This design comes from an exercise in tuning for small area, a short achievable clock period and few clock cycles per item on the open sky130 flow, not from production work.
In this exercise RTL edits were held to simulation tests only and were not proved equivalent to the original.

Setup of run 1:
// dec32
module dec32 (
    input  wire        clk,
    input  wire        rst,
    input  wire        in_valid,
    output wire        in_ready,
    input  wire [31:0] in_value,
    output wire        out_valid,
    input  wire        out_ready,
    output wire [3:0]  out_len,
    output wire [87:0] out_str
);
For scale: roughly 3000 cells after synthesis, ~310 flip-flops, about 130 I/O pins.
Settings: LEC_CHECK=0, ABC_AREA=1, CAP_MARGIN=5, CORE_MARGIN=2, CORE_UTILIZATION=50, CTS_CLUSTER_DIAMETER=100, CTS_CLUSTER_SIZE=25, SLEW_MARGIN=5; clock period 10.0 ns.
standard.sh (not shown) runs the stock make flow with config.mk's settings and CLKGATE_MAP_FILE= SYNTH_SCRIPT=/design/flow/synth_recipe.tcl, a recipe that flattens the netlist after the stock synthesis.
==> flow/flow/run.sh <==
#!/bin/bash
# The standard layout (the standard.sh, standard synthesis included), with
# ORFS's timing repair aimed at a setup slack of 6.85 ns instead of 0 so that
# it works toward a shorter achieved period. The clock period and the SDC are
# unchanged. Every port still gets its own buffer (a buf_2 rather than the
# default pick). standard.sh's full output goes to standard.log.
export SETUP_SLACK_MARGIN=6.85
export BUFFER_PORTS_ARGS="-buffer_cell sky130_fd_sc_hd__buf_2"
bash standard.sh > standard.log 2>&1
Testbench counts of run 1, summed over its fixed seeds: cycles 2,104, items 2,048.
#### Input delta (run 2 over run 1)
Settings: CTS_CLUSTER_SIZE changed from 25 to 30; SLEW_MARGIN changed from 5 to 20; CTS_CLUSTER_DIAMETER changed from 100 to 60; CAP_MARGIN changed from 5 to 20.
--- outcome ---
Status | run 1 and run 2 | clean. Run 2 vs. run 1: cell area shows an increase of 2.3%; time the worst path needs with I/O delays and setup increased 0.0050 ns; number of global-route vias before repair picked up an extra 71; count of buffers not belonging to the clock network in the layout went up; met2 global-route usage increased by 0.35 points relative to the old numbers. Changes observed in run 2 relative to run 1: clock skew fell by 0.022 ns, hold slack fell by 0.013 ns, number of buffers added by the clock tree synthesis step rose by 11, fraction of area in registers fell by 0.85 points.
### run 2 -> run 3
Settings: CTS_CLUSTER_DIAMETER now 100, was 60; CTS_CLUSTER_SIZE now 25, was 30.
==> comparison <==
Every run (run 3 and run 2) finished clean. Between run 3 and run 2, the fraction of cell area in non-clock buffers figures differ only marginally. Run 3: number of clock buffers in the layout lower than run 2. Minimum period implied by the final worst setup slack delta for run 3 relative to run 2: 0.0050 ns lower. Cell count: run 3 lower than run 2. Core utilization: run 3 lower than run 2. Taking run 2 as the reference, in run 3 worst setup slack higher, cell area after layout lower, clock network area share lower. ~same area taken by multi-input logic gates in run 3 and run 2.
## Diff of input files: run 4 against run 3
Settings: CORE_UTILIZATION now 62, was 50.
==> comparison <==
Run 4 did not stop at any stage, and its layout met the timing, design-rule and antenna checks. The sequential cell area share reported for run 4 is greater than that of run 3 by 0.69 points. Note that the count of clock-net buffers in the final layout recorded for run 4 amounts to 1.18 times the value seen in run 3. Diff run 3 -> run 4: worst hold slack decreased by 0.011 ns relative to the old numbers, final-layout clock-cell area share shrank by 0.18 points.
[inputs] run 5 vs run 4
Settings: CTS_CLUSTER_SIZE: 25 -> 20; CORE_UTILIZATION: 62 -> 50; CTS_CLUSTER_DIAMETER: 100 -> 60.
### Flow results
- The number of instances in the placed design of run 5 is higher than that of run 4.
- Re core utilization: run 5 and run 4 aren't equal, and the higher value belongs to run 4.
- Taking run 4 as the reference, in run 5 share of the final layout cell area in multi-input gates down 1.1 points, wire length up 3.0%, slack of the worst reg-to-reg path down 0.05 ns.
- On final critical-path required period, the lower figure sits with run 5, not run 4.
- Sort run 5 and run 4 by total iterations of the first detailed-routing run asc -> top: run 5


Starting RTL as in the previous note.
## dec32
module dec32 (
    input  wire        clk,
    input  wire        rst,
    input  wire        in_valid,
    output wire        in_ready,
    input  wire [31:0] in_value,
    output wire        out_valid,
    input  wire        out_ready,
    output wire [3:0]  out_len,
    output wire [87:0] out_str
);
    reg  ov;                
    wire adv = ~ov | out_ready;
    reg  [31:0] isk_x;      
    reg         isk_v;      
    reg         isk_r;      
    always @(posedge clk) if (~isk_v) isk_x <= in_value;
    always @(posedge clk)
        if (rst) isk_v <= 1'b0; else isk_v <= ~adv & (isk_v | in_valid);
    always @(posedge clk)
        if (rst) isk_r <= 1'b0; else isk_r <= ~adv & (isk_r | in_valid);
    assign in_ready = ~isk_r;
    wire [31:0] in_x = isk_v ? isk_x : in_value;
    wire        in_v = isk_v | in_valid;
    reg  [31:0] r0_x;
    reg         r0_v;
    always @(posedge clk) if (adv) r0_x <= in_x;
    always @(posedge clk) if (rst) r0_v <= 1'b0; else if (adv) r0_v <= in_v;
    wire        neg0 = r0_x[31];
    wire [31:0] mag  = neg0 ? (~r0_x + 32'd1) : r0_x;
    wire d1_0_0 = mag[31];
    wire d2_0_0 = mag[30];
    wire d2_0_1 = d1_0_0;
    wire d3_0_0 = mag[29];
    wire d3_0_1 = d2_0_0;
    wire d3_0_2 = d2_0_1;
    wire d4_0_0 = mag[28];
    wire d4_0_1 = d3_0_0;
    wire d4_0_2 = d3_0_1;
    wire d4_0_3 = d3_0_2;
    reg [3:0] a5_0;
    always @(*) case ({d4_0_3, d4_0_2, d4_0_1, d4_0_0})
        4'd0: a5_0 = 4'd0;
        4'd1: a5_0 = 4'd1;
        4'd2: a5_0 = 4'd2;
        4'd3: a5_0 = 4'd3;
        4'd4: a5_0 = 4'd4;
        4'd5: a5_0 = 4'd8;
        4'd6: a5_0 = 4'd9;
        4'd7: a5_0 = 4'd10;
        4'd8: a5_0 = 4'd11;
        4'd9: a5_0 = 4'd12;
        4'd10: a5_0 = 4'd11;
        4'd11: a5_0 = 4'd12;
  ...
export LEC_CHECK = 0
export ABC_AREA = 1
export CAP_MARGIN = 20
export CORE_MARGIN = 2
export CORE_UTILIZATION = 50
export CTS_CLUSTER_DIAMETER = 80
export CTS_CLUSTER_SIZE = 25
export SLEW_MARGIN = 20
create_clock -name core_clock -period 10.0 [get_ports {clk}]
Scripts as last shown in full above: flow/flow/run.sh
Testbench counts at the start, summed over its fixed seeds: cycles 2,104, items 2,048.
Next try:
--- a/flow/config.mk
+++ b/flow/config.mk
@@ -9,6 +9,6 @@
 export CAP_MARGIN = 20
 export CORE_MARGIN = 2
-export CORE_UTILIZATION = 50
-export CTS_CLUSTER_DIAMETER = 80
-export CTS_CLUSTER_SIZE = 25
+export CORE_UTILIZATION = 62
+export CTS_CLUSTER_DIAMETER = 100
+export CTS_CLUSTER_SIZE = 30
 export SLEW_MARGIN = 20
Result: The changed run finished clean; global-route usage rises by 4.9 points; sequential share of layout area rises by 0.92 points; wire length falls by 1.6%; via count rises by 1.4%; die area falls by 19%; non-clock buffer count rises by 4; hold slack barely changes; maximum frequency rises by 0.45%.
Next try:
--- a/flow/config.mk
+++ b/flow/config.mk
@@ -9,6 +9,4 @@
 export CAP_MARGIN = 20
 export CORE_MARGIN = 2
-export CORE_UTILIZATION = 62
-export CTS_CLUSTER_DIAMETER = 100
-export CTS_CLUSTER_SIZE = 30
+export CORE_UTILIZATION = 50
 export SLEW_MARGIN = 20
Result: Via count decreases slightly. Non-clock buffer count increases by 3.
Next try:
--- a/flow/config.mk
+++ b/flow/config.mk
@@ -10,3 +10,5 @@
 export CORE_MARGIN = 2
 export CORE_UTILIZATION = 50
+export CTS_CLUSTER_DIAMETER = 100
+export CTS_CLUSTER_SIZE = 30
 export SLEW_MARGIN = 20
Synthesized cell count stays the same.
Synthesized area does not change.
Routed wire length drops slightly.
Worst setup slack gets worse by 0.026 ns.
Non-clock buffer count is lower by 5.
Critical path depth stays the same.

re-timing with driven ports:
In the flow no input, the clock included, has a driving cell. The finished layouts below were timed again as built, in two steps.
Step 1 (the two cells are an assumption about what drives the block):
set clk [get_ports {clk}]
set_driving_cell -lib_cell sky130_fd_sc_hd__clkbuf_16 $clk
set_driving_cell -lib_cell sky130_fd_sc_hd__buf_2 [delete_from_list [all_inputs] $clk]
Step 2, shift: input delay + t, output delay - t, t = (earliest + latest rising clock arrival at the registers) / 2. This alone moves slack from input paths to output paths.
a / b / c = no drivers / after step 1 / after step 2; a / b = the first two.
| run | shift t [ns] | slack for setup (ns) | clock arrival spread, ns | worst slew at a driven data input, ns | pins driven straight from the clock port |
|---|---|---|---|---|---|
| run 1 | 0.587 | 6.844 / 6.787 / 6.453 | 0.039 / 0.039 | 0.05 | 1 |
| run 2 | 0.623 | 6.839 / 6.781 / 6.441 | 0.022 / 0.022 | 0.05 | 1 |
| run 3 | 0.587 | 6.844 / 6.787 / 6.453 | 0.039 / 0.039 | 0.05 | 1 |
| run 4 | 0.568 | 6.818 / 6.765 / 6.467 | 0.023 / 0.023 | 0.08 | 1 |
| run 5 | 0.623 | 6.838 / 6.782 / 6.446 | 0.021 / 0.022 | 0.05 | 1 |
| the first run of note 2 | 0.601 | 6.803 / 6.745 / 6.467 | 0.024 / 0.024 | 0.05 | 1 |
| the second run of note 2 | 0.578 | 6.817 / 6.764 / 6.476 | 0.026 / 0.026 | 0.08 | 1 |
| the third run of note 2 | 0.591 | 6.863 / 6.808 / 6.444 | 0.026 / 0.027 | 0.05 | 1 |
| the fourth run of note 2 | 0.591 | 6.837 / 6.779 / 6.462 | 0.043 / 0.043 | 0.05 | 1 |
After both steps every run listed still meets setup and hold. For the third run of note 2, which loses most, drivers alone change the setup slack by -0.055 ns; drivers and shift together by -0.419 ns.
